From an optimization exercise on the open Yosys and OpenROAD flow, aimed at small area, a short achievable clock period and few clock cycles per item; shortcuts taken in it are not production practice.
RTL that was checked went through simulation tests only; none was proved equivalent to the original.
For run 4, only the layout was checked, not whether the RTL still works.
Power figures rest on the tool's default switching activity, not on a simulated workload.

## design/flow/design.v

```verilog
module sd_classifier (
    input  wire        clk,
    input  wire        rst,
    input  wire        in_valid,
    input  wire [7:0]  in_data,
    output wire        in_ready,
    input  wire        hold,        
    input  wire        restart,     
    input  wire        fast,        
    output reg         sym_v,
    output reg  [1:0]  sym,
    output reg         sym_is1,     
    output reg         sym2_v,      
    output reg  [1:0]  sym2,
    output wire [7:0]  nsym,
    output wire        ovf,
    output wire        last_pop     
);
    localparam [1:0] S_ZERO = 2'd0, S_ONE = 2'd1, S_AMB = 2'd2;
    reg  [6:0] pcnt;            
    reg        pprev;           
    wire [7:0] pb  = {in_data[0], in_data[1], in_data[2], in_data[3],
                      in_data[4], in_data[5], in_data[6], in_data[7]};
    wire [8:0] pin = {pcnt == 7'd127,
                      (pb ^ {pb[6:0], pprev}) & {7'h7f, pcnt != 7'd0}};
    reg  [8:0] hd, nx;          
    reg        hv, nv, rdy;
    wire       push = in_valid && rdy;
    assign in_ready = rdy;
    reg  [4:0] base;            
    reg  [9:0] count;           
    reg        c_ok;            
    reg  [3:0] pcr;             
    reg        pcv;
    wire [7:0] rem   = hd[7:0];
    wire [7:0] hot   = rem & (~rem + 8'd1);
    wire [7:0] rem2  = rem & ~hot;
    wire [7:0] hot2  = rem2 & (~rem2 + 8'd1);
    wire [7:0] rem3  = rem2 & ~hot2;
    wire       any   = |rem;
    wire       more  = |rem2;
    wire       more2 = |rem3;
    reg  [7:0] cz, co, c1;
    reg  [5:0] lj;              
    integer j;
    always @(*) begin
        for (j = 0; j < 8; j = j + 1) begin
            lj    = {base[4], base} + j;
            cz[j] = !lj[5] && lj >= 6'd5;
            co[j] = lj[5] || lj <= 6'd3;
            c1[j] = lj == 6'd1;
        end
    end
    wire [1:0] s1  = |(hot & cz) ? S_ZERO : |(hot & co) ? S_ONE : S_AMB;
    wire       i1  = |(hot & c1);
    wire [7:0] nr  = (hot << 1) | (hot << 2) | (hot << 3);
    wire [7:0] n4  = hot << 4;
    wire [1:0] s2  = |(hot2 & nr) ? S_ONE : |(hot2 & n4) ? S_AMB : S_ZERO;
    wire [3:0] pc = rem[0] + rem[1] + rem[2] + rem[3] + rem[4] + rem[5] + rem[6] + rem[7];
    wire go          = hv && !hold;
    wire counting    = fast || count[7] || count[8] || count[9];
    wire detail_step = go && !counting && any;
    wire two         = detail_step && more && c_ok;
    wire pop         = go && (counting || !more || (c_ok && !more2));
    assign last_pop  = pop && hd[8];
    wire [7:0] hl = two ? hot2 : hot;
    wire [2:0] jl = {|(hl & 8'hf0), |(hl & 8'hcc), |(hl & 8'haa)};
    wire [4:0] base_pop = (hl[3:0] != 4'd0) ? 5'd5 : hl[4] ? 5'd4 : hl[5] ? 5'd3 :
                          hl[6] ? 5'd2 : 5'd1;
    wire [5:0] base8    = {base[4], base} + 6'd8;
    wire [4:0] base_run = (!base8[5] && base8 >= 6'd5) ? 5'd5 : base8[4:0];
    wire [9:0] count_n = pcv ? count + {6'd0, pcr} :
                         detail_step ? count + (two ? 10'd2 : 10'd1) : count;
    always @(posedge clk) begin
        if (rst) begin
            hv   <= 1'b0;
            nv   <= 1'b0;
            rdy  <= 1'b1;
            pcnt <= 7'd0;
        end else begin
            if (push) begin
                pcnt  <= pcnt + 7'd1;
                pprev <= in_data[0];
            end
            if (pop) begin
                if (nv) begin
                    hd <= nx;
                    nx <= pin;
                    nv <= push;
                end else begin
                    hd <= pin;
                    hv <= push;
                end
            end else begin
                if (detail_step)
                    hd[7:0] <= two ? rem3 : rem2;
                if (push) begin
                    if (hv) begin
                        nx <= pin;
                        nv <= 1'b1;
                    end else begin
                        hd <= pin;
                        hv <= 1'b1;
                    end
                end
            end
            rdy <= !(hv && nv && !pop) && !(hv && !nv && push && !pop) && !(hv && nv && push);
        end
    end
    always @(posedge clk) begin
        sym_v  <= 1'b0;
        sym2_v <= 1'b0;
        pcv    <= 1'b0;
        if (rst || restart) begin
            base  <= 5'd0;
            count <= 10'd0;
            c_ok  <= 1'b0;
        end else begin
            count <= count_n;
            c_ok  <= (detail_step ? (two ? count < 10'd125 : count < 10'd126)
                                  : (count != 10'd0 && count < 10'd127));
            if (detail_step) begin
                sym_v   <= 1'b1;
                sym     <= s1;
                sym_is1 <= i1;
                sym2_v  <= two;
                sym2    <= s2;
            end else if (go && counting) begin
                pcr <= pc;
                pcv <= 1'b1;
            end
            if (pop) begin
                if (detail_step) base <= base_pop;
                else             base <= base_run;
            end else if (detail_step) begin
                base <= 5'd0 - {2'd0, jl};
            end
        end
    end
    reg ovf_r;
    always @(posedge clk) begin
        if (rst || restart) ovf_r <= 1'b0;
        else if (pcv && count + {6'd0, pcr} > 10'd128) ovf_r <= 1'b1;
    end
    assign ovf  = ovf_r;
    assign nsym = count[7:0];
endmodule
module sd_resolver (
    input  wire        clk,
    input  wire        rst,
    input  wire        restart,     
    input  wire        sym_v,
    input  wire [1:0]  sym,
    input  wire        sym_is1,
    input  wire        sym2_v,      
    input  wire [1:0]  sym2,
    input  wire        flush,       
    output wire        idle,        
    output reg         fast,        
    output reg  [63:0] chips,
    output reg         excl,
    output reg         skip0
);
    localparam [1:0] S_ZERO = 2'd0, S_ONE = 2'd1, S_AMB = 2'd2;
    function [1:0] fwd;
        input [1:0] cur, nxt, prv;
        input       last, first, kodd;
        begin
            fwd = cur;
            if (cur == S_AMB) begin
                if (last)
                    fwd = S_ZERO;
                else if (nxt == S_AMB || (!first && prv == S_AMB))
                    fwd = S_AMB;
                else if (kodd && nxt == S_ONE)
                    fwd = S_ONE;
                else if (!kodd && nxt == S_ZERO)
                    fwd = S_ZERO;
                else
                    fwd = S_AMB;
            end
        end
    endfunction
    reg       pend_v, pend_is0, len0_is1;
    reg [1:0] pend, prevf;
    reg       kfp;
    reg       fa_v, fb_v, fa_is0;
    reg [1:0] fa, fb;
    reg       kcp;
    reg [7:0] pn;           
    reg [7:0] tq;           
    reg       tv;
    wire       fwd_go   = pend_v && (sym_v || flush);
    wire       excl_now = pend_is0 ? (sym_v && len0_is1 && sym == S_AMB) : excl;
    wire [1:0] fva  = fwd(pend, sym, prevf, !sym_v, pend_is0, kfp);
    wire       kfa  = (fva == S_ONE && !(pend_is0 && excl_now)) ? !kfp : 1'b0;
    wire [1:0] fvb  = fwd(sym, sym2, fva, 1'b0, 1'b0, kfa);
    wire       kfb  = (fvb == S_ONE) ? !kfa : 1'b0;
    wire       do_b = fwd_go && sym2_v;
    always @(posedge clk) begin
        fa_v <= 1'b0;
        fb_v <= 1'b0;
        if (rst || restart) begin
            pend_v <= 1'b0;
            excl   <= 1'b0;
            skip0  <= 1'b0;
            prevf  <= S_ZERO;
            kfp    <= 1'b0;
        end else begin
            if (fwd_go) begin
                fa_v   <= 1'b1;
                fa     <= fva;
                fb_v   <= sym2_v;
                fb     <= fvb;
                fa_is0 <= pend_is0;
                prevf  <= do_b ? fvb : fva;
                kfp    <= do_b ? kfb : kfa;
                if (pend_is0) excl <= excl_now;
            end
            if (sym_v) begin
                pend     <= sym2_v ? sym2 : sym;
                pend_v   <= 1'b1;
                pend_is0 <= !pend_v;
                if (!pend_v) begin
                    len0_is1 <= sym_is1;
                    skip0    <= (sym != S_ZERO);
                end
            end else if (fwd_go) begin
                pend_v <= 1'b0;
            end
        end
    end
    wire [7:0] pq    = fa_is0 ? {7'd0, !skip0} : pn;     
    wire [1:0] cva   = (fa == S_AMB) ? (kcp ? S_ONE : S_ZERO) : fa;
    wire       onea  = fa_v && cva == S_ONE;
    wire       keepa = onea && !(fa_is0 && excl);
    wire       kca   = keepa ? !kcp : 1'b0;
    wire [7:0] tgta  = keepa ? tq : pq;
    wire [1:0] cvb   = (fb == S_AMB) ? (kca ? S_ONE : S_ZERO) : fb;
    wire       oneb  = fb_v && cvb == S_ONE;
    wire       kcb   = oneb ? !kca : 1'b0;
    wire [7:0] tgtb  = oneb ? tgta : pq + 8'd1;
    wire       c1    = tv && ((fa_v && fa == S_ZERO && kcp) ||
                              (fb_v && fb == S_ZERO && kca));
    wire [7:0] tgt_n = fb_v ? tgtb : tgta;
    integer k;
    always @(posedge clk) begin
        if (rst || restart) begin
            kcp   <= 1'b0;
            tv    <= 1'b0;
            tq    <= 8'd0;
            fast  <= 1'b0;
            chips <= 64'd0;
        end else if (fa_v) begin
            kcp <= fb_v ? kcb : kca;
            tq  <= tgt_n;
            tv  <= tv || !(fb_v ? oneb && keepa : keepa);
            pn  <= pq + (fb_v ? 8'd2 : 8'd1);
            if (tgt_n > 8'd64) fast <= 1'b1;
            for (k = 0; k < 64; k = k + 1)
                if ((onea && pq == k + 1) || (oneb && pq == k) || (c1 && tq == k + 1))
                    chips[63-k] <= 1'b1;
        end
    end
    assign idle = fast || (!sym_v && !pend_v && !fa_v);
endmodule
module sd_matcher (
    input  wire        clk,
    input  wire        rst,
    input  wire [16:0] tap0,
    input  wire [16:0] tap1,
    input  wire [63:0] chips_in,
    input  wire        start,
    input  wire        zap,         
    output reg         busy,
    output reg  [63:0] chips,
    output reg         found,
    output reg         poly,
    output reg  [3:0]  offset,
    output reg  [5:0]  window,
    output reg  [2:0]  thr,
    output reg  [5:0]  dist0,
    output reg  [5:0]  dist1
);
    reg        pass2;
    reg        run1;        
    reg [5:0]  tau;         
    reg        act;         
    reg [16:0] l0, l1, z0, z1;
    reg        s2v;         
    reg [5:0]  t2;          
    reg        g0, g1;      
    reg [7:0]  e0, e1;
    reg [2:0]  d0 [0:8];
    reg [2:0]  d1 [0:8];
    reg [3:0]  so;          
    reg [5:0]  send;        
    wire y0 = ^(l0 & tap0);
    wire y1 = ^(l1 & tap1);
    wire [5:0] tau1 = tau + 6'd1;
    reg [8:0] x0, x1;
    integer o, m;
    always @(*) begin
        for (o = 0; o < 9; o = o + 1) begin
            x0[o] = g0;
            x1[o] = g1;
            for (m = 0; m < o; m = m + 1) begin
                x0[o] = x0[o] ^ (e0[m] & z0[m+1]);
                x1[o] = x1[o] ^ (e1[m] & z1[m+1]);
            end
        end
    end
    wire sx0 = x0[so];
    wire sx1 = x1[so];
    reg       chk, last_grp;
    reg [5:0] tend;         
    reg [2:0] h;
    wire [5:0] t21 = t2 + 6'd1;
    wire chk_n = (t21 == 6'd11 || t21 == 6'd20 || t21 == 6'd29 ||
                  t21 == 6'd38 || t21 == 6'd47);
    reg [2:0] h_n;
    always @(*) begin
        case (t21)
            6'd11:   h_n = 3'd1;
            6'd20:   h_n = 3'd1;
            6'd29:   h_n = 3'd2;
            6'd38:   h_n = 3'd3;
            default: h_n = 3'd4;
        endcase
    end
    reg [8:0] mt;
    always @(*) begin
        for (o = 0; o < 9; o = o + 1)
            mt[o] = (d0[o] != d1[o]) &&
                    (((d0[o] < d1[o]) ? d0[o] : d1[o]) <= h) &&
                    (!last_grp || o < 2);
    end
    reg       hit, hp;
    reg [3:0] ho;
    always @(*) begin
        hit = 1'b0; ho = 4'd1; hp = 1'b0;
        for (o = 8; o >= 0; o = o - 1)
            if (mt[o]) begin
                hit = 1'b1; ho = o; hp = (d1[o] < d0[o]);
            end
    end
    reg  fin;               
    wire done2 = s2v && pass2 && t21 == send;
    wire ld    = start || fin;
    always @(posedge clk) begin
        if (rst || zap) begin
            busy <= 1'b0;
            run1 <= 1'b0;
            s2v  <= 1'b0;
            chk  <= 1'b0;
            fin  <= 1'b0;
        end else if (start) begin
            busy  <= 1'b1;
            pass2 <= 1'b0;
            run1  <= 1'b1;
            s2v   <= 1'b0;
            chk   <= 1'b0;
            fin   <= 1'b0;
        end else begin
            chk <= !pass2 && s2v && chk_n;
            fin <= !pass2 && s2v && t21 == 6'd47;
            if (fin) begin
                pass2 <= 1'b1;
                run1  <= 1'b1;
            end else if (run1 && tau == 6'd46) begin
                run1 <= 1'b0;
            end
            s2v <= run1;
            if (done2) begin
                busy <= 1'b0;
                run1 <= 1'b0;
                s2v  <= 1'b0;
            end
        end
    end
    always @(posedge clk) begin
        if (ld) begin
            tau <= 6'd0;
            act <= start ? chips_in[46] : chips[46];
            l0  <= start ? chips_in[63:47] : chips[63:47];
            l1  <= start ? chips_in[63:47] : chips[63:47];
            z0  <= 17'd1;
            z1  <= 17'd1;
        end else if (run1) begin
            tau <= tau1;
            act <= chips[6'd45 - tau];
            l0  <= {l0[15:0], y0};
            l1  <= {l1[15:0], y1};
            z0  <= {z0[15:0], ^(z0 & tap0)};
            z1  <= {z1[15:0], ^(z1 & tap1)};
        end
        g0 <= y0 ^ act;
        g1 <= y1 ^ act;
        t2 <= tau;
    end
    always @(posedge clk) begin
        h        <= h_n;
        tend     <= t21;
        last_grp <= (t21 == 6'd11);
        if (start) begin
            for (o = 0; o < 9; o = o + 1) begin
                d0[o] <= 3'd0;
                d1[o] <= 3'd0;
            end
        end else if (s2v) begin
            for (o = 0; o < 9; o = o + 1) begin
                if (t2 >= o) begin
                    if (d0[o] != 3'd7) d0[o] <= d0[o] + {2'd0, x0[o]};
                    if (d1[o] != 3'd7) d1[o] <= d1[o] + {2'd0, x1[o]};
                end
                if (o < 8 && t2 == o) begin
                    e0[o] <= x0[o];
                    e1[o] <= x1[o];
                end
            end
        end
        if (zap || fin) begin
            dist0 <= 6'd0;
            dist1 <= 6'd0;
        end else if (s2v && pass2 && t2 >= {2'd0, so}) begin
            dist0 <= dist0 + {5'd0, sx0};
            dist1 <= dist1 + {5'd0, sx1};
        end
    end
    always @(posedge clk) begin
        if (zap) begin
            found  <= 1'b0;
            poly   <= 1'b0;
            offset <= 4'd2;
            thr    <= 3'd1;
            window <= 6'd9;
        end else begin
            if (chk && hit) begin
                found  <= 1'b1;
                poly   <= hp;
                offset <= ho;
                thr    <= h;
                so     <= ho;
                send   <= tend;
            end else if (chk && last_grp) begin
                found  <= 1'b0;
                poly   <= 1'b0;
                offset <= 4'd2;
                thr    <= 3'd1;
                so     <= 4'd1;
                send   <= 6'd11;
            end
            if (pass2)
                window <= found ? send - {2'd0, so} : 6'd9;
        end
        if (zap)        chips <= 64'd0;
        else if (start) chips <= chips_in;
    end
endmodule
module sweep_decoder (
    input  wire        clk,
    input  wire        rst,
    input  wire [16:0] tap0,
    input  wire [16:0] tap1,
    input  wire        in_valid,
    output wire        in_ready,
    input  wire [7:0]  in_data,
    output wire        out_valid,
    input  wire        out_ready,
    output wire [63:0] out_chips,
    output reg  [7:0]  out_nsym,
    output reg         out_ovf,
    output reg         out_excl,
    output reg         out_skip0,
    output wire        out_found,
    output wire        out_poly,
    output wire [3:0]  out_offset,
    output wire [5:0]  out_window,
    output wire [2:0]  out_thr,
    output wire [5:0]  out_dist0,
    output wire [5:0]  out_dist1
);
    reg  held;                  
    reg  ovalid;
    wire mat_busy;
    wire res_idle;
    wire last_pop;
    wire fast, ovf;
    reg  mcur;                  
    reg  rel;                   
    wire mfree   = !mat_busy && !ovalid && !rel;
    reg  handoff;
    always @(posedge clk)
        handoff <= !rst && !handoff && held && res_idle && !ovalid && !rel && (mcur || mfree);
    wire early   = fast && !mcur && mfree && !held;
    wire mstart  = early || (handoff && !mcur && !ovf);
    wire mzap    = handoff && ovf;
    always @(posedge clk) begin
        if (rst || handoff) held <= 1'b0;
        else if (last_pop)  held <= 1'b1;
    end
    always @(posedge clk) begin
        if (rst) begin
            mcur <= 1'b0;
            rel  <= 1'b0;
        end else begin
            if (handoff)    mcur <= 1'b0;
            else if (early) mcur <= 1'b1;
            if (handoff)    rel <= 1'b1;
            else if (rel && !mat_busy) rel <= 1'b0;
        end
    end
    wire       sym_v, sym_is1, sym2_v;
    wire [1:0] sym, sym2;
    wire [7:0] nsym;
    sd_classifier u_cls (
        .clk      (clk),
        .rst      (rst),
        .in_valid (in_valid),
        .in_data  (in_data),
        .in_ready (in_ready),
        .hold     (held),
        .restart  (handoff),
        .fast     (fast),
        .sym_v    (sym_v),
        .sym      (sym),
        .sym_is1  (sym_is1),
        .sym2_v   (sym2_v),
        .sym2     (sym2),
        .nsym     (nsym),
        .ovf      (ovf),
        .last_pop (last_pop)
    );
    wire [63:0] chips;
    wire        excl, skip0;
    sd_resolver u_res (
        .clk     (clk),
        .rst     (rst),
        .restart (handoff),
        .sym_v   (sym_v),
        .sym     (sym),
        .sym_is1 (sym_is1),
        .sym2_v  (sym2_v),
        .sym2    (sym2),
        .flush   (held),
        .idle    (res_idle),
        .fast    (fast),
        .chips   (chips),
        .excl    (excl),
        .skip0   (skip0)
    );
    sd_matcher u_mat (
        .clk      (clk),
        .rst      (rst),
        .tap0     (tap0),
        .tap1     (tap1),
        .chips_in (chips),
        .start    (mstart),
        .zap      (mzap),
        .busy     (mat_busy),
        .chips    (out_chips),
        .found    (out_found),
        .poly     (out_poly),
        .offset   (out_offset),
        .window   (out_window),
        .thr      (out_thr),
        .dist0    (out_dist0),
        .dist1    (out_dist1)
    );
    always @(posedge clk) begin
        if (handoff) begin
            out_nsym  <= ovf ? 8'd0 : nsym;
            out_ovf   <= ovf;
            out_excl  <= excl && !ovf;
            out_skip0 <= skip0 && !ovf;
        end
    end
    always @(posedge clk) begin
        if (rst)                      ovalid <= 1'b0;
        else if (rel && !mat_busy)    ovalid <= 1'b1;
        else if (ovalid && out_ready) ovalid <= 1'b0;
    end
    assign out_valid = ovalid;
endmodule
```

## design/flow/run.sh

```bash
#!/bin/bash
# synth_recipe.tcl (not shown) runs the flow's synth.tcl, then flattens the netlist and writes it again
# the make line also repeats each setting of config.mk as NAME=value (left out here)
make -C /OpenROAD-flow-scripts/flow DESIGN_CONFIG=/design/flow/config.mk WORK_HOME=/design/flow/orfs CLKGATE_MAP_FILE= SYNTH_SCRIPT=/design/flow/synth_recipe.tcl finish
```

## design/flow/config.mk

```make
export PLATFORM = sky130hd
export DESIGN_NAME = sweep_decoder
export DESIGN_NICKNAME = sweep_decoder
export VERILOG_FILES = /design/flow/design.v
export SDC_FILE = /design/flow/constraint.sdc
export NUM_CORES = 4
export LEC_CHECK = 0
export CAP_MARGIN = 20
export CORE_MARGIN = 2
export CORE_UTILIZATION = 40
export SLEW_MARGIN = 20
```

## design/flow/constraint.sdc

```tcl
create_clock -name core_clock -period 10.0 [get_ports {clk}]
set_input_delay 2.0000 -clock core_clock [delete_from_list [all_inputs] [get_ports {clk}]]
set_output_delay 2.0000 -clock core_clock [all_outputs]
set_load 0.01 [all_outputs]
```

==> results of run 1 <==
## layout make-up
| cell class | count | share of cell area (%) |
|---|---|---|
| sequential | 443 | 34.4 |
| inverter | 107 | 1.38 |
| clock buffer | 59 | 4.57 |
| multi-input combinational | 2202 | 48.8 |
| timing repair buffer | 178 | 5.87 |
| tap | 846 | 3.62 |
| clock inverter | 33 | 1.35 |
## per-layer routing
metal / share of wire [%] / GRT usage, %
met5: 0 / 0
met4: 2.4 / 6.19
met1: 46 / 31.5
met2: 46 / 36.9
met3: 5.6 / 3.03
## layout by cell type, fill, tap and decap left out, types with 16 or more instances in the layout
cell type        count
nand2_1            383
a21oi_1            335
dfxtp_1            323
nor2_1             267
ha_1               156
clkdlybuf4s50_1    149
o21ai_0            130
edfxtp_1           118
inv_1              104
nand3_1             99
xnor2_1             93
nand2b_1            66
xor2_1              62
a221oi_1            60
clkbuf_16           50
mux2i_1             49
nor2b_1             48
a22oi_1             40
nor3_1              33
a211oi_1            33
buf_4               28
and2_1              27
a31oi_1             22
mux4_2              20
nand4_1             17
mux2_2              16
## worst max-delay path, delay by kind of cell (launching register included)
kind | cells | cell delay [ps]
adders and majority gates | 2 | 970
DFF | 1 | 610
xor gates and xnor gates | 1 | 150
AOI/OAI and AO/OA | 4 | 850
and+or+nand+nor | 5 | 1330
buffers and inverters | 2 | 680
## power by group
group          total [W]  switching (W)  internal, W  leakage, nW
Clock            0.00194       0.000792      0.00114        0.842
Combinational    0.00118       0.000696     0.000488         6.03
Sequential       0.00208       0.000128      0.00196         3.73
## per-stage QoR
step           util (%)  setup slack, ps  total power (W)  cells  hold WS [ps]
6_report           46.5             5250          0.00520   3868           436
2_1_floorplan         -             6140          0.00295   2918           329
5_1_grt            46.5             4910          0.00548   3868           445
3_3_place_gp       43.6             5350          0.00326   3773           404
4_1_cts            46.4             5340          0.00525   3867           441
3_5_place_dp       43.7             5360          0.00331   3775           409
## cells by family (layout without fill, tap and decap cells)
kind of cell,after synthesis,count (layout),synth area share [%]
AO/OA/AOI/OAI,753,753,18.5
adder cells (fa/ha/maj),165,165,8.42
multiplexers,86,86,4.48
flip-flops,443,443,39.7
XOR/XNOR,161,161,5.81
buffers and inverters,273,377,4.22
AND/OR/NAND/NOR,1037,1037,18.9
## state kept, by name, summed over array words and instances, names as in the netlist, 7 cells and up
signal,flops
out_nsym,8
u_cls.count,10
u_cls.hd,9
u_cls.nx,9
u_cls.pcnt,7
u_mat.chips,64
u_mat.d0,27
u_mat.d1,27
u_mat.e0,8
u_mat.e1,8
u_mat.l0,17
u_mat.l1,17
u_mat.z0,17
u_mat.z1,17
u_res.chips,64
u_res.pn,8
u_res.tq,8
## final timing paths
check / slack (ps) / end / startpoint / cells past startpoint
worst min-delay path: 440 / u_res.len0_is1 / u_cls.sym_is1 / 0
worst max-delay path: 5250 / u_cls.count[5] / u_cls.hd[0] / 14
worst max register to register: 5250 / u_cls.count[5] / u_cls.hd[0] / 14
worst min register to register: 440 / u_res.len0_is1 / u_cls.sym_is1 / 0
==> results.ini, run 1 <==
[placement]
port_buffers = 149
place.gp.congestion = 0.905
place_area_um2 = 27500
hpwlAfterDp_um = 55300

[timing]
finalCritPeriodShare_pct = 47.5
setup_viol_count_final = 0
max_freq_mhz = 211
drv_slew = 0
finClkSkew_ps = 27.2
worst_pin_slew_ps = 1130
maxSlewHeadroom_pct = 24.5
min_period_ps = 4750
rsz0062_at_grt = false
fin_tns_setup_ps = 0
hold_viol_final = 0

[worst_hold_path]
min_path_type = reg -> reg

[global_route]
antenna_found_initial = 1
grt_pass1_vias = 21100
grt_remaining_overflow = 0
grt_pass1_wl_um = 120000
grt_usage_pct = 22.6
grt_max_degree = 86

[worst_setup_path]
crit_slowest_cell = edfxtp_1
cp.arrival_ps = 5210
cpPeakStageDelay_ps = 610
path_class = reg -> reg
path_cells = inv_1, ha_1, or3b_2, o211a_1, and2_1, nand2_1, clkinv_1, ha_1, a21oi_1, nor2_1, a31oi_1, a211oi_1, xnor2_1, nor2_1
crit_required_ps = 10460
critPathMaxFanout = 15
crit_path_start_kind = flop
endpoint_kind = flop

[detailed_routing]
drt_iter0_markers = 1698
via_per_inst = 5.63
postRouteAntennaNets = 0
post_drt_wl_per_cell_um = 19.6
dr.pass1.iters = 7
via_count = 21800
drt-total-wl_um = 75700
drcViolationCount = 0

[floorplanning]
start_util_pct = 40.3
core_area_um2 = 62900
die_h_um = 256
fp-row-count = 92
die_area_um2 = 65400
die_w_um = 256
ios = 150

[cts]
insertion_delay_ps = 610
cts_root_buffer = clkbuf_16
postCtsSetupBuffers = 0
clkSinkCount = 443
cts_made_buffers = 49
path_clk_slew_ps = 60
clock_path_buffers = 3
cts_resized = 0
htree_num_levels = 2
cts_tree = built
cts_hold_buf = 0

[synthesis]
ys_types = 97
synthTopCellsByArea = dfxtp_1 26%, edfxtp_1 14%, ha_1 7.7%
synth_edf_count = 118
ys_top_cells_by_count = 383 x nand2_1, 336 x a21oi_1, 325 x dfxtp_1
synth_fp_nets = 3129
avgSynthCellArea_um2 = 8.68
async_flop_share_pct = 0
syn_area_um2 = 25300
yosysTopAreaCellShare_pct = 25.7
yosys.area.top_type = dfxtp_1
syn_inst = 2918
synth_ff_type = dfxtp_1
synth_seq_cells = 443
seq_area_frac_synth_pct = 39.7
ys_warn_count = 10
synth_most_common_cell = nand2_1

[finish]
diodes = 0
nets = 3192
n_fill_cell = 6093
regArea_um2 = 10100
final_area_um2 = 29200
syn_to_final_growth_pct = 15.3
drive_gt1_share_pct = 6.65
multi_input_area_um2 = 14200

[status]
status = finished clean

[pwr]
peakVddDrop_uv = 118
p_per_area_nw_per_um2 = 178
leakage_nw = 10.6

[run]
maxCapViolCount = 0

Testbench counts, summed over its fixed seeds: cycles 13,543, items 96.
==> run 2: changes to the inputs <==
--- a/design/flow/design.v
+++ b/design/flow/design.v
@@ -27,22 +27,33 @@
     reg        hv, nv, rdy;
     wire       push = in_valid && rdy;
     assign in_ready = rdy;
+    integer j;
     reg  [4:0] base;            
-    reg  [9:0] count;           
+    reg  [7:0] count;           
+    reg        ovf_r;
     reg        c_ok;            
     reg  [3:0] pcr;             
     reg        pcv;
     wire [7:0] rem   = hd[7:0];
-    wire [7:0] hot   = rem & (~rem + 8'd1);
-    wire [7:0] rem2  = rem & ~hot;
-    wire [7:0] hot2  = rem2 & (~rem2 + 8'd1);
-    wire [7:0] rem3  = rem2 & ~hot2;
+    reg  [7:0] a, b;
+    integer k;
+    always @(*) begin
+        for (k = 0; k < 8; k = k + 1) begin
+            a[k] = |(rem & ((8'd1 << k) - 8'd1));
+            b[k] = 1'b0;
+            for (j = 0; j < k; j = j + 1)
+                b[k] = b[k] | (rem[j] & |(rem & ((8'd1 << j) - 8'd1)));
+        end
+    end
+    wire [7:0] hot   = rem & ~a;            
+    wire [7:0] rem2  = rem & a;
+    wire [7:0] hot2  = rem & a & ~b;        
+    wire [7:0] rem3  = rem & b;
     wire       any   = |rem;
     wire       more  = |rem2;
     wire       more2 = |rem3;
     reg  [7:0] cz, co, c1;
     reg  [5:0] lj;              
-    integer j;
     always @(*) begin
         for (j = 0; j < 8; j = j + 1) begin
             lj    = {base[4], base} + j;
@@ -58,7 +69,7 @@
     wire [1:0] s2  = |(hot2 & nr) ? S_ONE : |(hot2 & n4) ? S_AMB : S_ZERO;
     wire [3:0] pc = rem[0] + rem[1] + rem[2] + rem[3] + rem[4] + rem[5] + rem[6] + rem[7];
     wire go          = hv && !hold;
-    wire counting    = fast || count[7] || count[8] || count[9];
+    wire counting    = fast || count[7] || ovf_r;
     wire detail_step = go && !counting && any;
     wire two         = detail_step && more && c_ok;
     wire pop         = go && (counting || !more || (c_ok && !more2));
@@ -69,8 +80,10 @@
                           hl[6] ? 5'd2 : 5'd1;
     wire [5:0] base8    = {base[4], base} + 6'd8;
     wire [4:0] base_run = (!base8[5] && base8 >= 6'd5) ? 5'd5 : base8[4:0];
-    wire [9:0] count_n = pcv ? count + {6'd0, pcr} :
-                         detail_step ? count + (two ? 10'd2 : 10'd1) : count;
+    wire [8:0] csum    = {1'b0, count} + {5'd0, pcr};
+    wire [7:0] cnt1    = count + 8'd1;
+    wire [7:0] cnt2    = count + 8'd2;
+    wire [7:0] count_n = pcv ? csum[7:0] : !detail_step ? count : two ? cnt2 : cnt1;
     always @(posedge clk) begin
         if (rst) begin
             hv   <= 1'b0;
@@ -113,12 +126,12 @@
         pcv    <= 1'b0;
         if (rst || restart) begin
             base  <= 5'd0;
-            count <= 10'd0;
+            count <= 8'd0;
             c_ok  <= 1'b0;
         end else begin
             count <= count_n;
-            c_ok  <= (detail_step ? (two ? count < 10'd125 : count < 10'd126)
-                                  : (count != 10'd0 && count < 10'd127));
+            c_ok  <= (detail_step ? (two ? count < 8'd125 : count < 8'd126)
+                                  : (count != 8'd0 && count < 8'd127));
             if (detail_step) begin
                 sym_v   <= 1'b1;
                 sym     <= s1;
@@ -137,10 +150,9 @@
             end
         end
     end
-    reg ovf_r;
     always @(posedge clk) begin
         if (rst || restart) ovf_r <= 1'b0;
-        else if (pcv && count + {6'd0, pcr} > 10'd128) ovf_r <= 1'b1;
+        else if (pcv && csum > 9'd128) ovf_r <= 1'b1;
     end
     assign ovf  = ovf_r;
     assign nsym = count[7:0];
@@ -278,7 +290,7 @@
     output reg         poly,
     output reg  [3:0]  offset,
     output reg  [5:0]  window,
-    output reg  [2:0]  thr,
+    output wire [2:0]  thr,
     output reg  [5:0]  dist0,
     output reg  [5:0]  dist1
 );
@@ -288,16 +300,39 @@
     reg        act;         
     reg [16:0] l0, l1, z0, z1;
     reg        s2v;         
-    reg [5:0]  t2;          
     reg        g0, g1;      
     reg [7:0]  e0, e1;
     reg [2:0]  d0 [0:8];
     reg [2:0]  d1 [0:8];
-    reg [3:0]  so;          
-    reg [5:0]  send;        
+    reg [2:0]  rq;          
+    function [2:0] hq;      
+        input [2:0] q;
+        begin
+            case (q)
+                3'd0:    hq = 3'd4;
+                3'd1:    hq = 3'd3;
+                3'd2:    hq = 3'd2;
+                default: hq = 3'd1;
+            endcase
+        end
+    endfunction
+    function [5:0] endq;    
+        input [2:0] q;
+        begin
+            case (q)
+                3'd0:    endq = 6'd47;
+                3'd1:    endq = 6'd38;
+                3'd2:    endq = 6'd29;
+                3'd3:    endq = 6'd20;
+                default: endq = 6'd11;
+            endcase
+        end
+    endfunction
+    assign thr = hq(rq);
+    wire [3:0] so   = found ? offset : 4'd1;      
+    wire [5:0] send = endq(rq);                   
     wire y0 = ^(l0 & tap0);
     wire y1 = ^(l1 & tap1);
-    wire [5:0] tau1 = tau + 6'd1;
     reg [8:0] x0, x1;
     integer o, m;
     always @(*) begin
@@ -312,28 +347,28 @@
     end
     wire sx0 = x0[so];
     wire sx1 = x1[so];
-    reg       chk, last_grp;
-    reg [5:0] tend;         
-    reg [2:0] h;
-    wire [5:0] t21 = t2 + 6'd1;
-    wire chk_n = (t21 == 6'd11 || t21 == 6'd20 || t21 == 6'd29 ||
-                  t21 == 6'd38 || t21 == 6'd47);
-    reg [2:0] h_n;
+    reg       chk;
+    reg [2:0] grp;
+    reg [2:0] grp_n;
+    reg       chk_n;
     always @(*) begin
-        case (t21)
-            6'd11:   h_n = 3'd1;
-            6'd20:   h_n = 3'd1;
-            6'd29:   h_n = 3'd2;
-            6'd38:   h_n = 3'd3;
-            default: h_n = 3'd4;
+        chk_n = 1'b1;
+        case (tau)
+            6'd47:   grp_n = 3'd0;
+            6'd38:   grp_n = 3'd1;
+            6'd29:   grp_n = 3'd2;
+            6'd20:   grp_n = 3'd3;
+            6'd11:   grp_n = 3'd4;
+            default: begin grp_n = 3'd4; chk_n = 1'b0; end
         endcase
     end
+    wire [2:0] h = hq(grp);
     reg [8:0] mt;
     always @(*) begin
         for (o = 0; o < 9; o = o + 1)
             mt[o] = (d0[o] != d1[o]) &&
                     (((d0[o] < d1[o]) ? d0[o] : d1[o]) <= h) &&
-                    (!last_grp || o < 2);
+                    (grp != 3'd4 || o < 2);
     end
     reg       hit, hp;
     reg [3:0] ho;
@@ -345,7 +380,7 @@
             end
     end
     reg  fin;               
-    wire done2 = s2v && pass2 && t21 == send;
+    wire done2 = s2v && pass2 && tau == send;
     wire ld    = start || fin;
     always @(posedge clk) begin
         if (rst || zap) begin
@@ -363,7 +398,7 @@
             fin   <= 1'b0;
         end else begin
             chk <= !pass2 && s2v && chk_n;
-            fin <= !pass2 && s2v && t21 == 6'd47;
+            fin <= !pass2 && s2v && tau == 6'd47;
             if (fin) begin
                 pass2 <= 1'b1;
                 run1  <= 1'b1;
@@ -387,7 +422,7 @@
             z0  <= 17'd1;
             z1  <= 17'd1;
         end else if (run1) begin
-            tau <= tau1;
+            tau <= tau + 6'd1;
             act <= chips[6'd45 - tau];
             l0  <= {l0[15:0], y0};
             l1  <= {l1[15:0], y1};
@@ -396,12 +431,9 @@
         end
         g0 <= y0 ^ act;
         g1 <= y1 ^ act;
-        t2 <= tau;
     end
     always @(posedge clk) begin
-        h        <= h_n;
-        tend     <= t21;
-        last_grp <= (t21 == 6'd11);
+        grp <= grp_n;
         if (start) begin
             for (o = 0; o < 9; o = o + 1) begin
                 d0[o] <= 3'd0;
@@ -409,11 +441,11 @@
             end
         end else if (s2v) begin
             for (o = 0; o < 9; o = o + 1) begin
-                if (t2 >= o) begin
+                if (tau > o) begin
                     if (d0[o] != 3'd7) d0[o] <= d0[o] + {2'd0, x0[o]};
                     if (d1[o] != 3'd7) d1[o] <= d1[o] + {2'd0, x1[o]};
                 end
-                if (o < 8 && t2 == o) begin
+                if (o < 8 && tau == o + 1) begin
                     e0[o] <= x0[o];
                     e1[o] <= x1[o];
                 end
@@ -422,37 +454,25 @@
         if (zap || fin) begin
             dist0 <= 6'd0;
             dist1 <= 6'd0;
-        end else if (s2v && pass2 && t2 >= {2'd0, so}) begin
+        end else if (s2v && pass2 && tau > {2'd0, so}) begin
             dist0 <= dist0 + {5'd0, sx0};
             dist1 <= dist1 + {5'd0, sx1};
         end
     end
     always @(posedge clk) begin
-        if (zap) begin
+        if (zap || (chk && !hit && grp == 3'd4)) begin
             found  <= 1'b0;
             poly   <= 1'b0;
             offset <= 4'd2;
-            thr    <= 3'd1;
-            window <= 6'd9;
-        end else begin
-            if (chk && hit) begin
-                found  <= 1'b1;
-                poly   <= hp;
-                offset <= ho;
-                thr    <= h;
-                so     <= ho;
-                send   <= tend;
-            end else if (chk && last_grp) begin
-                found  <= 1'b0;
-                poly   <= 1'b0;
-                offset <= 4'd2;
-                thr    <= 3'd1;
-                so     <= 4'd1;
-                send   <= 6'd11;
-            end
-            if (pass2)
-                window <= found ? send - {2'd0, so} : 6'd9;
+            rq     <= 3'd4;
+        end else if (chk && hit) begin
+            found  <= 1'b1;
+            poly   <= hp;
+            offset <= ho;
+            rq     <= grp;
         end
+        if (zap)        window <= 6'd9;
+        else if (pass2) window <= found ? send - {2'd0, offset} : 6'd9;
         if (zap)        chips <= 64'd0;
         else if (start) chips <= chips_in;
     end
--- a/design/flow/config.mk
+++ b/design/flow/config.mk
@@ -7,5 +7,6 @@
 export LEC_CHECK = 0
 export CAP_MARGIN = 20
 export CORE_MARGIN = 2
-export CORE_UTILIZATION = 40
+export CORE_UTILIZATION = 60
+export SETUP_SLACK_MARGIN = 5
 export SLEW_MARGIN = 20
==> results.ini, run 2 <==
[status]
status = finished clean

[timing]
rsz0062_at_grt = false
hold_viol_final = 0  ; unchanged
finClkSkew_ps = 21.8  ; -5.48 ps
setup_viol_count_final = 0  ; unchanged
max_freq_mhz = 233  ; +10%
fin_tns_setup_ps = 0  ; unchanged
worst_pin_slew_ps = 1160  ; +35.4 ps
maxSlewHeadroom_pct = 22.2  ; -2.4 points
finalCritPeriodShare_pct = 43.0  ; -4.5 points
min_period_ps = 4300  ; -447 ps
drv_slew = 0  ; unchanged

[floorplanning]
start_util_pct = 61.0  ; +21 points
die_area_um2 = 42100  ; -36%
ios = 150  ; unchanged
fp-row-count = 73  ; -21%
die_h_um = 205  ; -20%
die_w_um = 205  ; -20%
core_area_um2 = 39800  ; -37%

[synthesis]
syn_inst = 2829  ; -3.1%
synth_seq_cells = 418  ; -5.6%
ys_top_cells_by_count = 410 x nand2_1, 310 x dfxtp_1, 287 x a21oi_1, 287 x nor2_1, 148 x ha_1
synth_ff_type = dfxtp_1
async_flop_share_pct = 0  ; unchanged
synthTopCellsByArea = dfxtp_1 26%, edfxtp_1 13%, ha_1 7.6%
synth_most_common_cell = nand2_1
seq_area_frac_synth_pct = 38.9  ; -0.78 points
yosysTopAreaCellShare_pct = 25.5  ; -0.14 points
yosys.area.top_type = dfxtp_1
syn_area_um2 = 24300  ; -4.1%
ys_warn_count = 10  ; unchanged
synth_edf_count = 108  ; -8.5%
ys_types = 88  ; -9.3%
synth_fp_nets = 3031  ; -3.1%
avgSynthCellArea_um2 = 8.59  ; -1.1%

[finish]
top_regs = u_mat.chips (64), u_res.chips (64)
finish.utilization_pct = 69.1  ; +23 points
syn_to_final_growth_pct = 13.3
nets = 3088  ; -3.3%
diodes = 0  ; unchanged
drive_gt1_share_pct = 5.68  ; -0.97 points
final_common_cell = nand2_1
layout_common_cells = 410 x nand2_1, 307 x dfxtp_1, 286 x nor2_1, 286 x a21oi_1, 149 x clkdlybuf4s50_1

[worst_setup_path]
critPathMaxFanout = 53  ; +38
cp.arrival_ps = 4830  ; -380 ps
crit_required_ps = 10530  ; +70 ps
crit_path_start_kind = flop
path_class = reg -> reg
endpoint_kind = flop

[cts]
cts_resized = 0  ; unchanged
insertion_delay_ps = 590  ; -20 ps
cts_root_buffer = clkbuf_16
htree_num_levels = 2  ; unchanged
cts_made_buffers = 45  ; -8.2%
postCtsSetupBuffers = 0  ; unchanged
path_clk_slew_ps = 60  ; about the same
clkSinkCount = 418  ; -5.6%
cts_hold_buf = 0  ; unchanged
cts_tree = built
clock_path_buffers = 3  ; unchanged

[detailed_routing]
dr.pass1.iters = 9  ; +2
drt_iter0_markers = 2226  ; +31%
postRouteAntennaNets = 0  ; unchanged
drt-total-wl_um = 68800  ; -9.1%
via_per_inst = 6.19  ; +10%
via_count = 21300  ; -2.0%
post_drt_wl_per_cell_um = 19.9  ; +1.9%
drcViolationCount = 0  ; unchanged

[global_route]
grt_pass1_wl_um = 108000  ; -10%
grt_remaining_overflow = 0  ; unchanged
grt_pass1_vias = 20100  ; -5.1%
grt_usage_pct = 32.1  ; +9.4 points
antenna_found_initial = 0  ; -1
grt_max_degree = 77  ; -10%

[placement]
hpwlAfterDp_um = 49700  ; -10%
place.gp.congestion = 0.963  ; +6.4%
port_buffers = 149  ; unchanged

[pwr]
p_per_area_nw_per_um2 = 188  ; +5.5%
leakage_nw = 10.2  ; -3.7%
peakVddDrop_uv = 166  ; +41%

[worst_hold_path]
min_path_type = reg -> reg

[run]
maxCapViolCount = 0  ; unchanged

==> run 2: kinds of logic after synthesis <==
group / after synthesis / share of synthesized area (%)
muxes: 111 / 5.82
AOI/OAI and AO/OA: 709 / 18.3
buffers and inverters: 276 / 4.29
DFF: 418 / 38.9
adders and majority gates: 158 / 8.36
and+or+nand+nor: 1005 / 18.5
xor gates and xnor gates: 152 / 5.80
==> run 2: worst max-delay path: stages (launching register included) <==
cell	delay, ps
dfxtp_2	1000
or3b_1	470
o41ai_1	760
nand2_1	340
nor2_1	970
a22oi_1	200
o21ai_1	240
a21oi_1	120
nor2_1	130
==> run 2: cell type report <==
| type | instances | area [um2] |
|---|---|---|
| timing repair buffer | 168 | 1630 |
| clock buffer | 61 | 1290 |
| clock inverter | 23 | 241 |
| sequential | 418 | 9450 |
| multi-input combinational | 2135 | 13800 |
| fill | 3271 | 12300 |
| tap | 525 | 657 |
| inverter | 118 | 443 |
==> run 2: worst paths after layout <==
path / start / endpoint / slack (ps) / depth (start not counted)
setup / recovery: u_res.fa_v / u_res.chips[20] / 5700 / 8
hold reg to reg: u_cls.sym_is1 / u_res.len0_is1 / 430 / 0
hold / removal: u_cls.sym_is1 / u_res.len0_is1 / 430 / 0
setup reg to reg: u_res.fa_v / u_res.chips[20] / 5700 / 8
==> run 2: power breakdown <==
part	internal, W	switching, W	leakage (nW)
logic	0.000611	0.000807	5.96
registers	0.00186	0.000179	3.50
clock network	0.00101	0.000707	0.755
total	0.00348	0.00169	10.2
==> run 2: through the flow <==
stage | setup slack [ps] | power (W) | instances | hold WS (ps) | cell area [um2]
2_1_floorplan | 6430 | 0.00304 | 2829 | 400 | 24300
3_3_place_gp | 5260 | 0.00341 | 3364 | 416 | 26000
3_5_place_dp | 5240 | 0.00347 | 3364 | 415 | 26000
4_1_cts | 5790 | 0.00518 | 3448 | 429 | 27500
5_1_grt | 5530 | 0.00543 | 3448 | 458 | 27500
6_report | 5700 | 0.00518 | 3448 | 428 | 27500
==> run 2: routing by layer <==
layer,GRT usage (%),share of wire (%),up-vias
li1,-,-,10200
met1,43.3,43,10200
met2,52.9,46,855
met3,5.61,7.4,121
met4,9.25,2.7,0
met5,0,0,-
Testbench counts of run 2, summed over its fixed seeds: cycles 13,543, items 96.
==> run 3: changes to the inputs <==
--- a/design/flow/config.mk
+++ b/design/flow/config.mk
@@ -7,6 +7,6 @@
 export LEC_CHECK = 0
 export CAP_MARGIN = 20
 export CORE_MARGIN = 2
-export CORE_UTILIZATION = 60
+export CORE_UTILIZATION = 40
 export SETUP_SLACK_MARGIN = 5
 export SLEW_MARGIN = 20
==> results.ini, run 3 <==
[timing]
setup_viol_count_final = 0  ; unchanged
drv_slew = 0  ; unchanged
hold_viol_final = 0  ; unchanged
fin_tns_setup_ps = 0  ; unchanged
finClkSkew_ps = 17.9  ; -3.89 ps
min_period_ps = 4300  ; +3.16 ps
finalCritPeriodShare_pct = 43.0  ; about the same
maxSlewHeadroom_pct = 26.2  ; +4.0 points
max_freq_mhz = 232  ; about the same
rsz0062_at_grt = false
worst_pin_slew_ps = 1100  ; -62.4 ps

[placement]
port_buffers = 149  ; unchanged
hpwlAfterDp_um = 52700  ; +6.0%
place.gp.congestion = 0.948  ; -1.5%

[synthesis]
synth-adder-area-share_pct = 8.36  ; unchanged
syn_inst = 2829  ; unchanged
avgSynthCellArea_um2 = 8.59  ; unchanged
ys_types = 88  ; unchanged
synth_ff_type = dfxtp_1
muxShareOfSynthArea_pct = 5.82  ; unchanged
synth_most_common_cell = nand2_1
seq_area_frac_synth_pct = 38.9  ; unchanged
yosysTopAreaCellShare_pct = 25.5  ; unchanged
synth-compound-area-share_pct = 18.3  ; unchanged
syn_area_um2 = 24300  ; unchanged
yosys.area.top_type = dfxtp_1
synthSimpleGateAreaFrac_pct = 18.5  ; unchanged
synth_fp_nets = 3031  ; unchanged
synth_top_family_by_area = simple AND/OR/NAND/NOR gates
synthTopCellsByArea = dfxtp_1 26%, edfxtp_1 13%, ha_1 7.6%
synth_edf_count = 108  ; unchanged
async_flop_share_pct = 0  ; unchanged
synth_seq_cells = 418  ; unchanged
synth_xor_xnor_area_share_pct = 5.80  ; unchanged
ys_top_cells_by_count = 410 x nand2_1, 310 x dfxtp_1, 287 x a21oi_1, 287 x nor2_1, 148 x ha_1
ys_warn_count = 10  ; unchanged

[worst_setup_path]
path_class = reg -> reg
r2r_slack_ps = 5700  ; about the same
path_cells = inv_1, ha_1, nor2b_1, o21ai_1, a221oi_1, a22o_1, and3_1, nand2_1, a21oi_1
reg2reg_depth = 9  ; +1
r2r-start = u_cls.hd[0]
endpoint_kind = flop
cp.arrival_ps = 4510  ; -320 ps
r2r_end = u_cls.nx[6]
critPathMaxFanout = 14  ; -74%
crit_slowest_cell = nor2b_1
cpPeakStageDelay_ps = 860  ; -140 ps
crit_path_start_kind = flop
crit_required_ps = 10210  ; -320 ps

[cts]
cts_root_buffer = clkbuf_16
htree_num_levels = 2  ; unchanged
cts_resized = 0  ; unchanged
clock_path_buffers = 3  ; unchanged
postCtsSetupBuffers = 0  ; unchanged
cts_hold_buf = 0  ; unchanged
clkSinkCount = 418  ; unchanged
path_clk_slew_ps = 60  ; about the same
cts_made_buffers = 46  ; +2.2%
insertion_delay_ps = 600  ; about the same
cts_tree = built

[finish]
multi_input_area_um2 = 13800  ; about the same
diodes = 0  ; unchanged
drive_gt1_share_pct = 5.78  ; +0.099 points
finish.utilization_pct = 46.2  ; -23 points
regArea_um2 = 9450  ; unchanged
n_fill_cell = 5749  ; +76%
syn_to_final_growth_pct = 14.7
nets = 3091  ; +0.097%
layout_common_cells = 410 x nand2_1, 307 x dfxtp_1, 286 x a21oi_1
top_regs = u_mat.chips (64), u_res.chips (64)
final_common_cell = nand2_1

[global_route]
grt_pass1_wl_um = 112000  ; +3.9%
grt_remaining_overflow = 0  ; unchanged
antenna_found_initial = 0  ; unchanged
grt_max_degree = 74  ; -3.9%
grt_pass1_vias = 20000  ; -0.41%
grt_usage_pct = 22.1  ; -9.9 points

[run]
maxCapViolCount = 0  ; unchanged

[detailed_routing]
dr.pass1.iters = 12  ; +3
drt_iter0_markers = 1970  ; -12%
drcViolationCount = 0  ; unchanged
drt-total-wl_um = 71200  ; +3.6%
via_count = 21000  ; -1.8%
post_drt_wl_per_cell_um = 19.2  ; -3.7%
postRouteAntennaNets = 0  ; unchanged
via_per_inst = 5.65  ; -8.6%

[floorplanning]
die_area_um2 = 62700  ; +49%
core_area_um2 = 60200  ; +51%
die_h_um = 250  ; +22%
die_w_um = 250  ; +22%
ios = 150  ; unchanged
fp-row-count = 90  ; +23%
start_util_pct = 40.3  ; -21 points

[status]
status = finished clean

[pwr]
p_per_area_nw_per_um2 = 186  ; -0.92%
peakVddDrop_uv = 150  ; -9.9%
leakage_nw = 10.2  ; about the same

[worst_hold_path]
hold_path_end = u_res.chips[33]
whs_path_depth = 2  ; +2
min_from = u_res.chips[33]
min_path_type = reg -> reg

## run 3: cell counts after synthesis
Identical to the previous run, type by type.
## run 3: how the worst max path moves through the flow
stage                    from          end  slack, ps  depth (start not counted)
6_report          u_cls.hd[0]  u_cls.nx[6]       5700                          9
5_1_grt           u_cls.hd[0]  u_cls.nx[7]       5290                          9
4_1_cts           u_cls.hd[0]  u_cls.nx[3]       5710                          9
3_5_place_dp              rst      handoff       5580                          6
3_3_place_gp              rst      handoff       5670                          6
2_1_floorplan  u_mat.d1[7][0]  u_mat.rq[2]       6430                         15
## run 3: kinds of logic after synthesis
group                      count (synthesis)
and+or+nand+nor                         1005
AOI/OAI and AO/OA                        709
DFF                                      418
buffers and inverters                    276
adders and majority gates                158
xor gates and xnor gates                 152
muxes                                    111
## run 3: area by class of cell
| cell class | instances | area share, % |
|---|---|---|
| inverter | 118 | 1.59 |
| multi-input combinational | 2135 | 49.6 |
| timing repair buffer | 170 | 5.91 |
| clock inverter | 14 | 0.525 |
| clock buffer | 70 | 4.93 |
| sequential | 418 | 33.9 |
| tap | 782 | 3.51 |
## run 3: critical path, delay by kind of cell (launching register included)
kind                     cells  cell delay [ps]
AO/OA/AOI/OAI                4             1510
AND/OR/NAND/NOR              3             1310
flip-flops                   1              510
adder cells (fa/ha/maj)      1              410
buffers and inverters        1              180
## run 3: power breakdown
part | switching [W] | internal, W | leakage, nW
Combinational | 0.000819 | 0.000608 | 5.96
Clock | 0.000718 | 0.00100 | 0.750
Sequential | 0.000183 | 0.00186 | 3.50
## run 3: metrics by stage
step	area [um2]	hold slack (ps)	instances	total power, W	setup WS (ps)
6_report	27900	447	3707	0.00519	5700
2_1_floorplan	24300	400	2829	0.00304	6430
3_5_place_dp	26300	416	3620	0.00350	5580
5_1_grt	27900	470	3707	0.00546	5290
4_1_cts	27800	449	3704	0.00522	5710
3_3_place_gp	26300	443	3620	0.00344	5670
## run 3: routing by layer
| metal | part of all wire (%) | GRT usage, % |
|---|---|---|
| met1 | 46 | 30.6 |
| met4 | 3.1 | 7.46 |
| met3 | 6.2 | 3.52 |
| met5 | 0 | 0 |
| met2 | 45 | 35.2 |
==> run 4: changes to the inputs <==
--- a/design/flow/design.v
+++ b/design/flow/design.v
@@ -85,37 +85,32 @@
     wire [7:0] cnt2    = count + 8'd2;
     wire [7:0] count_n = pcv ? csum[7:0] : !detail_step ? count : two ? cnt2 : cnt1;
     always @(posedge clk) begin
+        if (push) begin
+            nx    <= pin;
+            pprev <= in_data[0];
+        end
+        if (pop)
+            hd <= nv ? nx : pin;
+        else if (detail_step)
+            hd[7:0] <= two ? rem3 : rem2;
+        else if (!hv)
+            hd <= pin;
+    end
+    always @(posedge clk) begin
         if (rst) begin
             hv   <= 1'b0;
             nv   <= 1'b0;
             rdy  <= 1'b1;
             pcnt <= 7'd0;
         end else begin
-            if (push) begin
-                pcnt  <= pcnt + 7'd1;
-                pprev <= in_data[0];
-            end
+            if (push)
+                pcnt <= pcnt + 7'd1;
             if (pop) begin
-                if (nv) begin
-                    hd <= nx;
-                    nx <= pin;
-                    nv <= push;
-                end else begin
-                    hd <= pin;
-                    hv <= push;
-                end
-            end else begin
-                if (detail_step)
-                    hd[7:0] <= two ? rem3 : rem2;
-                if (push) begin
-                    if (hv) begin
-                        nx <= pin;
-                        nv <= 1'b1;
-                    end else begin
-                        hd <= pin;
-                        hv <= 1'b1;
-                    end
-                end
+                hv <= nv || push;
+                nv <= nv && push;
+            end else if (push) begin
+                hv <= 1'b1;
+                nv <= hv;
             end
             rdy <= !(hv && nv && !pop) && !(hv && !nv && push && !pop) && !(hv && nv && push);
         end
--- a/design/flow/config.mk
+++ b/design/flow/config.mk
@@ -7,6 +7,6 @@
 export LEC_CHECK = 0
 export CAP_MARGIN = 20
 export CORE_MARGIN = 2
-export CORE_UTILIZATION = 40
+export CORE_UTILIZATION = 70
 export SETUP_SLACK_MARGIN = 5
 export SLEW_MARGIN = 20
==> results.ini, run 4 <==
[synthesis]
seq_area_frac_synth_pct = 38.6  ; -0.26 points
avgSynthCellArea_um2 = 8.57  ; -0.27%
synth_seq_cells = 418  ; unchanged
ys_warn_count = 10  ; unchanged
synth_edf_count = 108  ; unchanged
ys_types = 94  ; +6.8%
yosysTopAreaCellShare_pct = 25.4  ; -0.17 points
syn_area_um2 = 24500  ; +0.68%
async_flop_share_pct = 0  ; unchanged
syn_inst = 2856  ; +0.95%
synthTopCellsByArea = dfxtp_1 25%, edfxtp_1 13%, ha_1 7.6%
yosys.area.top_type = dfxtp_1
synth_fp_nets = 3058  ; +0.89%
synth_most_common_cell = nand2_1
ys_top_cells_by_count = 424 x nand2_1, 310 x dfxtp_1, 288 x nor2_1
synth_ff_type = dfxtp_1

[timing]
min_period_ps = 4230  ; -73.6 ps
finalCritPeriodShare_pct = 42.3  ; -0.74 points
fin_tns_setup_ps = 0  ; unchanged
max_freq_mhz = 236  ; +1.7%
worst_pin_slew_ps = 1130  ; +28.6 ps
drv_slew = 0  ; unchanged
setup_viol_count_final = 0  ; unchanged
hold_viol_final = 0  ; unchanged
finClkSkew_ps = 14.3  ; -3.54 ps
rsz0062_at_grt = false
maxSlewHeadroom_pct = 24.1  ; -2.1 points

[finish]
final_common_cell = nand2_1
drive_gt1_share_pct = 5.70  ; -0.075 points
layout_common_cells = 424 x nand2_1, 308 x dfxtp_1, 287 x nor2_1
diodes = 0  ; unchanged
top_regs = u_mat.chips (64), u_res.chips (64)
final_cells = 3401  ; -8.3%
syn_to_final_growth_pct = 12.3
nets = 3112  ; +0.68%
n_fill_cell = 2338  ; -59%

[worst_hold_path]
min_path_type = reg -> reg
min_from = u_cls.sym_is1
whs_path_depth = 0  ; -2
hold_path_end = u_res.len0_is1

[worst_setup_path]
r2r_slack_ps = 6020  ; +320 ps
crit_slowest_cell = clkdlybuf4s50_1
cpPeakStageDelay_ps = 770  ; -90 ps
cp.arrival_ps = 4460  ; -50 ps
critPathMaxFanout = 29  ; +15
r2r-start = u_cls.hd[0]
crit_required_ps = 10230  ; +20 ps
reg2reg_depth = 11  ; +2
r2r_end = u_cls.base[2]
endpoint_kind = flop
crit_path_start_kind = primary input
path_class = in -> reg
path_cells = clkdlybuf4s50_1, nor2_2, buf_4, nand2_1, inv_1

[placement]
place.gp.congestion = 0.982  ; +3.5%
port_buffers = 149  ; unchanged
placed_cells = 3319  ; -8.3%
hpwlAfterDp_um = 48600  ; -7.7%

[global_route]
grt_max_degree = 81  ; +9.5%
antenna_found_initial = 2  ; +2
grt_pass1_wl_um = 109000  ; -3.0%
grt_pass1_vias = 21000  ; +5.0%
grt_remaining_overflow = 0  ; unchanged
grt_usage_pct = 37.0  ; +15 points

[run]
maxCapViolCount = 0  ; unchanged

[floorplanning]
core_area_um2 = 34500  ; -43%
start_util_pct = 71.0  ; +31 points
ios = 150  ; unchanged
die_area_um2 = 36500  ; -42%
die_w_um = 191  ; -24%
die_h_um = 191  ; -24%
fp-row-count = 68  ; -24%

[cts]
clkSinkCount = 418  ; unchanged
cts_root_buffer = clkbuf_16
cts_tree = built
insertion_delay_ps = 590  ; about the same
htree_num_levels = 2  ; unchanged
cts_made_buffers = 44  ; -4.3%
path_clk_slew_ps = 60  ; about the same
cts_resized = 0  ; unchanged
cts_hold_buf = 0  ; unchanged
postCtsSetupBuffers = 0  ; unchanged
clock_path_buffers = 3  ; unchanged

[status]
status = finished clean

[detailed_routing]
via_count = 22100  ; +5.7%
drt_iter0_markers = 2358  ; +20%
drcViolationCount = 0  ; unchanged
post_drt_wl_per_cell_um = 20.0  ; +4.1%
via_per_inst = 6.51  ; +15%
postRouteAntennaNets = 0  ; unchanged
dr.pass1.iters = 7  ; -5
drt-total-wl_um = 68000  ; -4.5%

[pwr]
p_per_area_nw_per_um2 = 180  ; -3.6%
peakVddDrop_uv = 148  ; -1.3%
leakage_nw = 10.3  ; +0.44%

## run 4: changes by cell type in the layout (fill, tap and decap cells not counted), moves of 9 or more
| cell | delta |
|---|---|
| nand2_1 | +14 |
| inv_1 | -9 |
| nand3_1 | +20 |
| a22oi_1 | -20 |
| o21ai_0 | -37 |
| xor2_1 | +11 |
| o221ai_1 | +35 |
| a222oi_1 | -10 |
## run 4: area by class of cell
| type | count | area, um2 | share of cell area (%) |
|---|---|---|---|
| well taps | 455 | 569 | 2.07 |
| inverters | 115 | 432 | 1.57 |
| repair buffers | 170 | 1650 | 6.00 |
| flip-flops and latches | 418 | 9450 | 34.4 |
| clock buffers | 68 | 1290 | 4.70 |
| clock inverters | 14 | 108 | 0.392 |
| multi-input cells | 2161 | 14000 | 50.9 |
## run 4: worst max-delay path: cells and delay by family
kind	cells	cell delay, ps
buffers and inverters	3	1690
AND/OR/NAND/NOR	2	750
## run 4: through the flow
stage	worst slack [ps]	utilization [%]	total power (W)	hold slack [ps]	instance area, um2
3_3_place_gp	5340	75.7	0.00325	418	26100
2_1_floorplan	6570	-	0.00294	400	24500
6_report	5770	79.7	0.00493	436	27500
5_1_grt	5590	79.7	0.00515	437	27500
4_1_cts	5840	79.7	0.00491	440	27500
3_5_place_dp	5230	75.7	0.00332	425	26100
## run 4: logic make-up (layout without fill, tap and decap cells)
group                      Yosys count  after routing  share of synthesized area (%)
xor gates and xnor gates           158            158                           5.93
adders and majority gates          158            158                           8.30
and+or+nand+nor                   1076           1076                           20.1
AOI/OAI and AO/OA                  662            662                           17.3
DFF                                418            418                           38.6
buffers and inverters              277            367                           4.31
muxes                              107            107                           5.50
## run 4: layer usage
metal | GRT usage [%] | part of all wire [%] | up-vias | routed length [um]
met2 | 59.5 | 46 | 1109 | 31300
met1 | 48.7 | 41 | 10600 | 27600
li1 | - | - | 10300 | -
met4 | 15.7 | 4.3 | 2 | 2930
met5 | 0 | 0.019 | - | 13
met3 | 7.56 | 9.1 | 206 | 6200
## run 4: worst max path at each step
stage	slack [ps]	cells past startpoint	end	start
finish	5770	5	u_res.pn[3]	rst
global route	5590	5	u_res.pn[6]	rst
CTS	5840	5	u_res.pn[3]	rst
detailed placement	5230	5	u_res.pn[3]	rst
global placement	5340	5	u_res.pn[3]	rst
floorplan	6570	15	u_mat.rq[2]	u_mat.d0[2][1]
## run 4: where the power goes
group	switching, W	total (W)	internal, W
Combinational	0.000785	0.00134	0.000553
Clock	0.000709	0.00161	0.000898
Sequential	0.000138	0.00199	0.00185

[separate check: timing with driven ports]
No port has a modelled driver above. Below, the same layouts with a new extraction and two added sets of constraints. Step 1 (the two cells are an assumption about what drives the block):
set clk [get_ports {clk}]
set_driving_cell -lib_cell sky130_fd_sc_hd__clkbuf_16 $clk
set_driving_cell -lib_cell sky130_fd_sc_hd__buf_2 [delete_from_list [all_inputs] $clk]
Step 2 adds t to the input delays and takes it off the output delays; t is the mean of the earliest and latest rising clock arrival at the registers after step 1. Input paths then give back, and output paths get back, about the clock's delay inside the block. Three values: no drivers, after step 1, after step 2; two values: the first two.
run | t, ns | setup WS [ns] | hold WS [ns] | cell pins on the clock port's net
run 1 | 0.654 | 5.253 / 5.253 / 5.253 | 0.436 / 0.436 / 0.436 | 1
run 2 | 0.639 | 5.699 / 5.699 / 5.178 | 0.428 / 0.428 / 0.428 | 1
run 3 | 0.643 | 5.696 / 5.696 / 5.577 | 0.447 / 0.447 / 0.447 | 1
run 4 | 0.637 | 5.770 / 5.802 / 5.166 | 0.436 / 0.436 / 0.436 | 1
After both steps every run listed still meets setup and hold. The setup slack of run 4, which loses most, moves by +0.032 ns with the drivers and by -0.604 ns with both steps.
